Background: an optimization exercise with open tools, aiming at small area, a short achievable clock period and few clock cycles. Do not read the settings as production practice.
Where RTL was checked, it was by simulation tests only, not by an equivalence proof against the original.
No activity file was given, so power comes from the tool's default toggle rates.

Setup of build 80:
// kbd_scan_react
module kbd_scan_react (
    input  wire        clk,
    input  wire        rst,
    input  wire        cmd_valid,
    input  wire [7:0]  cmd,
    output wire        cmd_ready,
    output reg  [7:0]  row_n,
    input  wire [7:0]  col_n,
    input  wire [31:0] rnd_data,
    output reg         rnd_take,
    output wire [17:0] ev,
    output reg         led_valid,
    output reg  [23:0] led_data,
    output reg         draw_valid,
    output wire [1:0]  draw_sprite,
    output wire [2:0]  fault
);
export LEC_CHECK = 0
export CAP_MARGIN = 20
export CORE_MARGIN = 2
export CORE_UTILIZATION = 40
export PLACE_DENSITY = 0.6
export SLEW_MARGIN = 20
export SYNTH_HIERARCHICAL = 1
create_clock -name core_clock -period 14.0 [get_ports {clk}]
standard.sh (not shown) runs the stock make flow with config.mk's settings and CLKGATE_MAP_FILE= SYNTH_SCRIPT=/design/flow/synth_recipe.tcl, a recipe that flattens the netlist after the stock synthesis.
==> flow/flow/run.sh <==
#!/bin/bash
# Standard ORFS layout (standard synthesis, unchanged). Timing repair aims at a
# larger setup slack than the default so that the achieved period is short.
set -euo pipefail
bash standard.sh SETUP_SLACK_MARGIN=10 CTS_CLUSTER_SIZE=24 CTS_CLUSTER_DIAMETER=70 finish > standard.log 2>&1
diff inputs: build 80 => build 10
==> flow/flow/run.sh <==
#!/bin/bash
# Standard ORFS layout (standard synthesis, unchanged). Timing repair aims at a
# larger setup slack than the default so that the achieved period is short.
set -euo pipefail
bash standard.sh SETUP_SLACK_MARGIN=9.6 CTS_CLUSTER_SIZE=24 CTS_CLUSTER_DIAMETER=70 finish > standard.log 2>&1
Re routed length on met2: build 80 and build 10 aren't equal, and the lower value belongs to build 10.
Summary of build 10 over build 80: largest net degree at the start of global routing shrank by 13; critical path required time shrank by 3.24 ns.
Build 10 vs build 80 — count of clock-buffer cells in the layout rose about 4.4%.
In build 10 relative to build 80, total routed wirelength had gone down slightly.
Going from build 80 to build 10, non-clock buffer area fraction after layout shrinks by 0.66 points.
Build 10 vs build 80 on buffer count excluding the clock tree in the final layout: build 10 is the lower one.
Edits applied to the flow inputs when going from build 10 to build 13:
==> flow/flow/run.sh <==
#!/bin/bash
# Standard ORFS layout (standard synthesis, unchanged). Timing repair aims at a
# larger setup slack than the default so that the achieved period is short.
set -euo pipefail
bash standard.sh SETUP_SLACK_MARGIN=10.25 CTS_CLUSTER_SIZE=24 CTS_CLUSTER_DIAMETER=70 finish > standard.log 2>&1
- On cell area, the higher figure sits with build 13, not build 10.
- When build 13 is set beside build 10, its static leakage power turns out to be about 4% larger.
- The run showing the greater global-route met3 utilization is build 13.
- On largest net degree at the start of global routing: build 13 sits below build 10.
- Power share of the sequential group: higher on build 10
- Against build 10 as the reference, build 13 delivers a higher count of non-CTS buffers in the layout.
- Diff build 10 -> build 13: fraction of layout cells with a size suffix above 1 moved up; met2 capacity usage during global routing moved up.
- Routed wire in build 13 totals more than in build 10.
- From build 10 to build 13 the numbers moved as follows: number of gates given a new drive strength after cts moved up, clock buffer instance count of the final layout shrank by about 4%.
Relative to build 13, the following input files were edited for build 34:
==> flow/flow/run.sh <==
#!/bin/bash
# Standard ORFS layout (standard synthesis, unchanged). Timing repair aims at a
# larger setup slack than the default so that the achieved period is short.
set -euo pipefail
bash standard.sh SETUP_SLACK_MARGIN=9.0 CTS_CLUSTER_SIZE=24 CTS_CLUSTER_DIAMETER=70 finish > standard.log 2>&1
Notes after the runs:
Build 34 does better than build 13 on wire length of the first global-routing pass. Build 34 falls short of build 13 in worst hold slack after final layout. For first-iteration DRC count, dividing the value from build 13 by the value from build 34 gives 0.862. Of build 13 and build 34, build 13 shows the higher routed wire length, with build 34 below it.
Input-level comparison between build 32 and build 34:
==> flow/flow/run.sh <==
#!/bin/bash
# Standard ORFS layout (standard synthesis, unchanged). Timing repair aims at a
# larger setup slack than the default so that the achieved period is short.
set -euo pipefail
bash standard.sh SETUP_SLACK_MARGIN=10.5 CTS_CLUSTER_SIZE=24 CTS_CLUSTER_DIAMETER=70 finish > standard.log 2>&1
[summary]
The fraction of layout cells with a size suffix above 1 number comes out higher for build 32 vs build 34. Cmp build 32 and build 34 / met3 track utilization from global routing / higher: build 32. Min flip-flop and latch share of the layout cell area across build 32 and build 34: build 32. Of the two values seen for timing startpoint of the critical path, cmd[2] was produced by build 34 and cmd[4] by build 32. Of build 32 and build 34, the lower global-route usage belongs to build 34. Re max-capacitance violation count: no difference whatsoever between build 34 and build 32.
No functional check of the RTL was part of any run of this note.

Another version of the RTL of kbd_scan_react (not shown whole).
Size in the first run: about 3200 cells after synthesis, about 700 flip-flops, ~31000 sq um of cells after synthesis.
clock: 14.0 ns
lec_check: 0
cap_margin: 20
core_margin: 2
core_utilization: 40
place_density: 0.6
slew_margin: 20
synth_hierarchical: 1
==> flow/flow/run.sh <==
#!/bin/bash
# Standard ORFS layout (standard synthesis, unchanged). Timing repair aims at a
# larger setup slack than the default so that the achieved period is short;
# ports get plain buffers.
set -euo pipefail
bash standard.sh SETUP_SLACK_MARGIN=10 CTS_CLUSTER_SIZE=24 CTS_CLUSTER_DIAMETER=70 "BUFFER_PORTS_ARGS=-buffer_cell sky130_fd_sc_hd__buf_4" finish > standard.log 2>&1
Testbench counts at the start, summed over its fixed seeds: cycles 1,040,346.
Edit:
==> flow/flow/run.sh (replaced) <==
#!/bin/bash
# Standard ORFS layout with the standard synthesis, unchanged.  Timing repair
# aims at a larger setup slack than the default so that the achieved period is
# short; the clock tree uses larger leaf clusters; ports get plain buffers.
set -euo pipefail
bash standard.sh SETUP_SLACK_MARGIN=10 CTS_CLUSTER_SIZE=24 CTS_CLUSTER_DIAMETER=70 \
    "BUFFER_PORTS_ARGS=-buffer_cell sky130_fd_sc_hd__buf_2" finish > standard.log 2>&1
- CORE_UTILIZATION: 40 -> 50
- PLACE_DENSITY: 0.6 -> 0.7
Result: Cell area shrinks by 1.9%. Sequential share of layout area grows by 0.74 points. Synthesized cell count is unchanged. Setup slack got worse by 0.071 ns. Wire length shrinks by 4.0%. Total power shrinks by 2.0%. Synthesized area stays the same.
Edit:
- CORE_UTILIZATION: 50 -> 45
- PLACE_DENSITY: 0.7 -> 0.65
After rerunning:
- The new run finished with timing, DRC and antenna clean
- first-iteration DRC count decreases by 6.5%
- non-clock buffer count went up by 4
- cell area grows by 0.36%
- register-to-register slack stays flat
- clock power drops by about 4%
- synthesized area stays the same
- clock skew falls by 0.0035 ns
- synthesized cell count stays the same
- global-route usage drops by 1.4 points
Edit:
==> flow/flow/run.sh (replaced) <==
#!/bin/bash
# Standard ORFS layout (standard synthesis, unchanged). Timing repair aims at a
# larger setup slack than the default so that the achieved period is short.
set -euo pipefail
bash standard.sh SETUP_SLACK_MARGIN=10 CTS_CLUSTER_SIZE=24 CTS_CLUSTER_DIAMETER=70 finish > standard.log 2>&1
- CORE_UTILIZATION: 45 -> 40
- PLACE_DENSITY: 0.65 -> 0.6
- The new run went through all stages and came out clean
- area after synthesis is unchanged
- design area grows by about 1.9%
- global-route usage shrinks by 1.9 points
- power grows by about 2.4%

[static timing again, ports no longer ideal]
In the flow no input, the clock included, has a driving cell. The finished layouts below were timed again as built, in two steps.
Step 1 sets driving cells, clkbuf_16 on the clock port and buf_2 on the other inputs (assumed; they add their load-dependent delay and slew).
Step 2 adds t to the input delays and takes it off the output delays; t is the mean of the earliest and latest rising clock arrival at the registers after step 1. Input paths then give back, and output paths get back, about the clock's delay inside the block.
Three values: ideal ports, drivers, drivers and shift; two values: the first two.
run	t (ns)	setup slack, ns	worst setup path at the end	worst register clock-pin slew, ns
build 80	0.651	9.965 / 9.980 / 9.330	input to register	0.10 / 0.10
build 10	0.656	9.632 / 9.571 / 9.085	input to register	0.10 / 0.10
build 13	0.667	9.965 / 9.968 / 9.300	input to register	0.09 / 0.09
build 34	0.655	9.179 / 9.219 / 8.565	input to register	0.10 / 0.10
build 32	0.663	9.999 / 10.014 / 9.351	input to register	0.10 / 0.10
the first run of note 2	0.663	10.025 / 9.979 / 9.321	input to register	0.09 / 0.09
the second run of note 2	0.659	9.954 / 9.881 / 9.222	input to register	0.10 / 0.10
the third run of note 2	0.661	9.962 / 9.937 / 9.277	input to register	0.10 / 0.10
the fourth run of note 2	0.659	10.031 / 9.991 / 9.339	input to register	0.10 / 0.10
After both steps setup and hold are still met in every run listed. For the second run of note 2, which loses most, drivers alone change the setup slack by -0.073 ns; drivers and shift together by -0.732 ns.
